What follows belongs to an exercise in optimizing a design on an open flow for small area; a production flow would make more cautious choices.
Power figures rest on the tool's default switching activity, not on a simulated workload.

Setup of run A:
==> flow/design.v <==
module juu_alu (
    input  wire [15:0] a,
    input  wire [15:0] b,
    input  wire [2:0]  op,
    input  wire        cin,
    output wire [15:0] r1
);
    wire op1 = (op == 3'd1);
    wire op2 = (op == 3'd2);
    wire op3 = (op == 3'd3);
    wire tx  = (op == 3'd3) | (op == 3'd4) | (op == 3'd5) | (op == 3'd7);
    wire t11 = (op == 3'd1) | (op == 3'd2) | (op == 3'd5) | (op == 3'd6) | (op == 3'd7);
    wire t00 = (op == 3'd1) | (op == 3'd2) | (op == 3'd7);
    wire [15:0] t = a ^ b;
    wire [15:0] k = a & b;
    wire [15:0] z = ~(a | b);
    wire [15:0] p = ({16{tx}} & t) | ({16{t11}} & k) | ({16{t00}} & z);
    wire [15:0] g = ({16{op3}} & k) | ({16{op1}} & a & t) | ({16{op2}} & b & t);
    reg [16:0] gg, pp;
    integer l, i;
    always @(*) begin
        gg = {g, cin};
        pp = {p, 1'b0};
        for (l = 0; l < 5; l = l + 1)
            for (i = (2 << l) - 1; i < 17; i = i + (2 << l)) begin
                gg[i] = gg[i] | (pp[i] & gg[i - (1 << l)]);
                pp[i] = pp[i] & pp[i - (1 << l)];
            end
        for (l = 3; l >= 0; l = l - 1)
            for (i = 3 * (1 << l) - 1; i < 17; i = i + (2 << l)) begin
                gg[i] = gg[i] | (pp[i] & gg[i - (1 << l)]);
                pp[i] = pp[i] & pp[i - (1 << l)];
            end
    end
    assign r1 = p ^ gg[15:0];
endmodule
module juu_core (
    input  wire        clk,
    input  wire        rst,         
    input  wire        run,         
    output wire [12:0] cs_addr,
    input  wire [39:0] cw,
    output wire [15:0] mem_addr,
    input  wire [15:0] mem_rdata,
    output wire        mem_we,
    output wire [15:0] bus_value,   
    output wire        halted,
    output wire [1:0]  fault,       
    input  wire [3:0]  dbg_sel,
    output reg  [15:0] dbg_data
);
    reg [15:0] gpr [0:7];
    reg [15:0] seg [0:3];
    reg [15:0] ir;
    reg [15:0] alu_a;
    reg [15:0] alu_b;
    reg [15:0] mar;
    reg [5:0]  mir;
    reg [6:0]  mpc;
    reg [1:0]  stat;
    wire cw_mirwr  = ~cw[0];
    wire cw_memrd  = ~cw[2];
    wire cw_memwr  = ~cw[3];
    wire cw_marwr  = ~cw[4];
    wire cw_segen  = ~cw[6];
    wire cw_sdir   =  cw[7];
    wire cw_regen  = ~cw[8];
    wire cw_rdir   =  cw[9];
    wire cw_aluBwr = ~cw[13];
    wire cw_aluAwr = ~cw[14];
    wire cw_shr    =  cw[15];
    wire cw_shl    =  cw[16];
    wire [2:0] cw_op = cw[19:17];
    wire cw_aluen  = ~cw[20];
    wire cw_cin    =  cw[21];
    wire cw_rsrc   =  cw[24];
    wire cw_halt   =  cw[28];
    wire cw_decode = ~cw[29];
    wire cw_mpcclr = ~cw[31];
    wire [1:0] cw_ssel = cw[37:36];
    wire cw_irwr   =  cw[38];
    wire segrd = cw_segen & ~cw_sdir;
    wire segwr = cw_segen &  cw_sdir;
    wire regrd = cw_regen & ~cw_rdir;
    wire regwr = cw_regen &  cw_rdir;
    wire [2:0] rsel = cw_rsrc ? ir[7:5] : ir[10:8];
    wire two_plain = (cw_memrd & segrd) | (cw_memrd & regrd) | (segrd & regrd);
    wire any_plain = cw_memrd | segrd | regrd;
    wire shift_conflict = cw_aluen & cw_shl & cw_shr;
    wire word_faults = two_plain | shift_conflict | (cw_aluen & any_plain);
    wire config_err  = shift_conflict & ~two_plain;
    wire engine_ready = run & ~rst & (stat == 2'd0);
    wire execute      = engine_ready & ~word_faults;
    wire [15:0] alu_r;
    juu_alu u_alu (
        .a   (alu_a),
        .b   (alu_b),
        .op  (cw_op),
        .cin (cw_cin),
        .r1  (alu_r)
    );
    wire nrst    = ~rst;
    wire sel_mem = cw_memrd;
    wire sel_seg = segrd;
    wire sel_reg = regrd;
    wire sel_alu = cw_aluen;
    wire sel_sl  = sel_alu & cw_shl;
    wire sel_sr  = sel_alu & cw_shr;
    wire sel_s0  = sel_alu & ~cw_shl & ~cw_shr;
    reg [15:0] bus;
    integer k;
    always @(*) begin
        bus = ({16{sel_mem}} & mem_rdata)
            | ({16{sel_s0}}  & alu_r)
            | ({16{sel_sl}}  & {alu_r[14:0], 1'b0})
            | ({16{sel_sr}}  & {1'b0, alu_r[15:1]});
        for (k = 0; k < 4; k = k + 1)
            bus = bus | ({16{sel_seg & (cw_ssel == k)}} & seg[k]);
        for (k = 0; k < 8; k = k + 1)
            bus = bus | ({16{sel_reg & (rsel == k)}} & gpr[k]);
    end
    reg [7:0] we_r, ho_r;
    reg [3:0] we_s, ho_s;
    reg       we_m, ho_m, we_a, ho_a, we_b, ho_b, we_i, ho_i;
    always @(*) begin
        for (k = 0; k < 8; k = k + 1) begin
            we_r[k] = nrst & execute & regwr & (rsel == k);
            ho_r[k] = nrst & ~(execute & regwr & (rsel == k));
        end
        for (k = 0; k < 4; k = k + 1) begin
            we_s[k] = nrst & execute & segwr & (cw_ssel == k);
            ho_s[k] = nrst & ~(execute & segwr & (cw_ssel == k));
        end
        we_m = nrst & execute & cw_marwr;   ho_m = nrst & ~(execute & cw_marwr);
        we_a = nrst & execute & cw_aluAwr;  ho_a = nrst & ~(execute & cw_aluAwr);
        we_b = nrst & execute & cw_aluBwr;  ho_b = nrst & ~(execute & cw_aluBwr);
        we_i = nrst & execute & cw_irwr;    ho_i = nrst & ~(execute & cw_irwr);
    end
    function [15:0] upd(input we, input ho, input [15:0] d, input [15:0] q);
        upd = ({16{we}} & d) | ({16{ho}} & q);
    endfunction
    wire [15:0] ir_d = upd(we_i, ho_i, bus, ir);
    integer i;
    always @(posedge clk) begin
        for (i = 0; i < 8; i = i + 1)
            gpr[i] <= upd(we_r[i], ho_r[i], bus, gpr[i]);
        for (i = 0; i < 4; i = i + 1)
            seg[i] <= upd(we_s[i], ho_s[i], bus, seg[i]);
        mar   <= upd(we_m, ho_m, bus, mar);
        alu_a <= upd(we_a, ho_a, bus, alu_a);
        alu_b <= upd(we_b, ho_b, bus, alu_b);
        ir    <= ir_d;
        if (rst)
            mir <= 6'd0;
        else if (execute & cw_mirwr)
            mir <= ir_d[15:10];
        else if (execute & cw_decode)
            mir <= {1'b0, ir[15:11]};
        if (rst)
            mpc <= 7'd0;
        else if (execute)
            mpc <= cw_mpcclr ? 7'd1 : mpc + 7'd1;
        if (rst)
            stat <= 2'd0;
        else if (execute & cw_halt)
            stat <= 2'd3;
        else if (engine_ready & word_faults)
            stat <= config_err ? 2'd2 : 2'd1;
    end
    assign cs_addr   = {mir, mpc};
    assign mem_addr  = mar;
    assign mem_we    = execute & cw_memwr;
    assign bus_value = bus;
    assign halted    = stat[1] & stat[0];
    assign fault     = {stat[1] & ~stat[0], stat[0] & ~stat[1]};
    always @(*) begin
        dbg_data = ({16{dbg_sel == 4'd12}} & ir)
                 | ({16{dbg_sel == 4'd13}} & alu_a)
                 | ({16{dbg_sel == 4'd14}} & alu_b)
                 | ({16{dbg_sel == 4'd15}} & mar);
        for (k = 0; k < 4; k = k + 1)
            dbg_data = dbg_data | ({16{dbg_sel == (k + 8)}} & seg[k]);
        for (k = 0; k < 8; k = k + 1)
            dbg_data = dbg_data | ({16{dbg_sel == k}} & gpr[k]);
    end
endmodule
export LEC_CHECK = 0
export CAP_MARGIN = 10
export CORE_MARGIN = 2
export CORE_UTILIZATION = 65
export PLACE_DENSITY = 0.75
export SLEW_MARGIN = 10
create_clock -name core_clock -period 8.5 [get_ports {clk}]
standard.sh (not shown) runs the stock make flow with config.mk's settings and CLKGATE_MAP_FILE= SYNTH_SCRIPT=/design/flow/synth_recipe.tcl, a recipe that flattens the netlist after the stock synthesis.
==> flow/flow/run.sh <==
#!/bin/bash
# Own layout flow: the standard ORFS flow (standard.sh) with
#  - the standard synthesis script (synth_recipe.tcl), except that ABC maps the
#    combinational logic with flow/area.abc and no adder cells are extracted
#    (registers are mapped by dfflibmap before ABC runs, so they are exactly
#    the standard synthesis's);
#  - port buffers of the smallest buffer cell;
#  - a clock tree of small clock buffers without dummy loads;
#  - no timing-driven global placement.
# Each tool's output goes to a log file in this folder.
set -euo pipefail
W=$(pwd)
CTS="-sink_clustering_enable -repair_clock_nets -dont_use_dummy_load -buf_list sky130_fd_sc_hd__clkbuf_8 -sink_clustering_size 14 -sink_clustering_max_diameter 60"
{
  head -n 1 synth_recipe.tcl
  cat <<EOF
proc abc {args} {
  set i [lsearch -exact \$args -script]
  if {\$i >= 0} { set args [lreplace \$args \$i [expr {\$i + 1}] -script $W/flow/area.abc] }
  puts "abc with own script: \$args"
  yosys abc {*}\$args
}
EOF
  tail -n +2 synth_recipe.tcl
} > own_synth.tcl
bash standard.sh \
  SYNTH_SCRIPT=$W/own_synth.tcl \
  ABC_AREA=1 \
  ADDER_MAP_FILE= \
  GPL_TIMING_DRIVEN=0 \
  "BUFFER_PORTS_ARGS=-buffer_cell sky130_fd_sc_hd__buf_1" \
  "CTS_ARGS=$CTS" \
  finish > flow.log 2>&1
==> flow/flow/area.abc <==
strash
dc2
&get -n
&st
&dch -f
&nf -a -R 1000
&put
The inputs of run B differ from those of run A as listed below.
- swapping 10 for 20 in CAP_MARGIN
- swapping 65 for 40 in CORE_UTILIZATION
- swapping 0.75 for 0.6 in PLACE_DENSITY
- swapping 10 for 20 in SLEW_MARGIN
==> comparison <==
Sort run B and run A by power density over the cells, ascending, and run A comes first. Summary of run B over run A: final period demand of the worst path has increased, cell-internal power has increased. Summary — fraction of area in multi-input gates, run B relative to run A: lower, by 1.1 points. Run B ended up with bus_value[14] as its end of the critical path; run A ended up with bus_value[11]. Between run B and run A, the post-route worst hold slack is higher for run A. Number of logic stages on the critical path including buffering is higher on run B.
Input-level comparison between run C and run B:
- CAP_MARGIN changed from 20 to 10
- PLACE_DENSITY changed from 0.6 to 0.85
- SLEW_MARGIN changed from 20 to 10
==> flow/flow/area.abc <==
strash
&get -n
&st
&dch -f
&nf -a -R 1000
&put
Notes after the runs:
Summary of run C over run B: count of clock-buffer cells in the layout shows a reduction of about 14%; routed length on met3 shows a reduction of 470 um. From run B to run C, number of enable flip-flop cells after synthesis did not move at all. Run C ended up with bus_value[10] as its end of the critical path; run B ended up with bus_value[14].
No run of this note included a check of the RTL's function; only the layout flow was run.

==> separate check: timing with driven ports <==
How much do the figures lean on ideal ports? The routed layouts below were timed once more, with nothing changed but the port constraints. Step 1 assumes that a clkbuf_16 drives the clock port and a buf_2 every other input. Step 2 moves the port delays by t, midway between the first and last clock arrival at a register: inputs arrive t later, outputs are due t later. That takes back most of the time a late clock gives input paths. Three values: no drivers, after step 1, after step 2; two values: the first two.
| run | shift t [ns] | setup WS [ns] | pins driven straight from the clock port |
|---|---|---|---|
| run A | 0.590 | 0.246 / 0.225 / 0.225 | 1 |
| run B | 0.650 | 0.242 / 0.212 / 0.212 | 1 |
| run C | 0.592 | 0.256 / 0.228 / 0.228 | 1 |
After both steps setup and hold are still met in every run listed. For run B, which loses most, drivers alone change the setup slack by -0.030 ns; drivers and shift together by -0.030 ns.
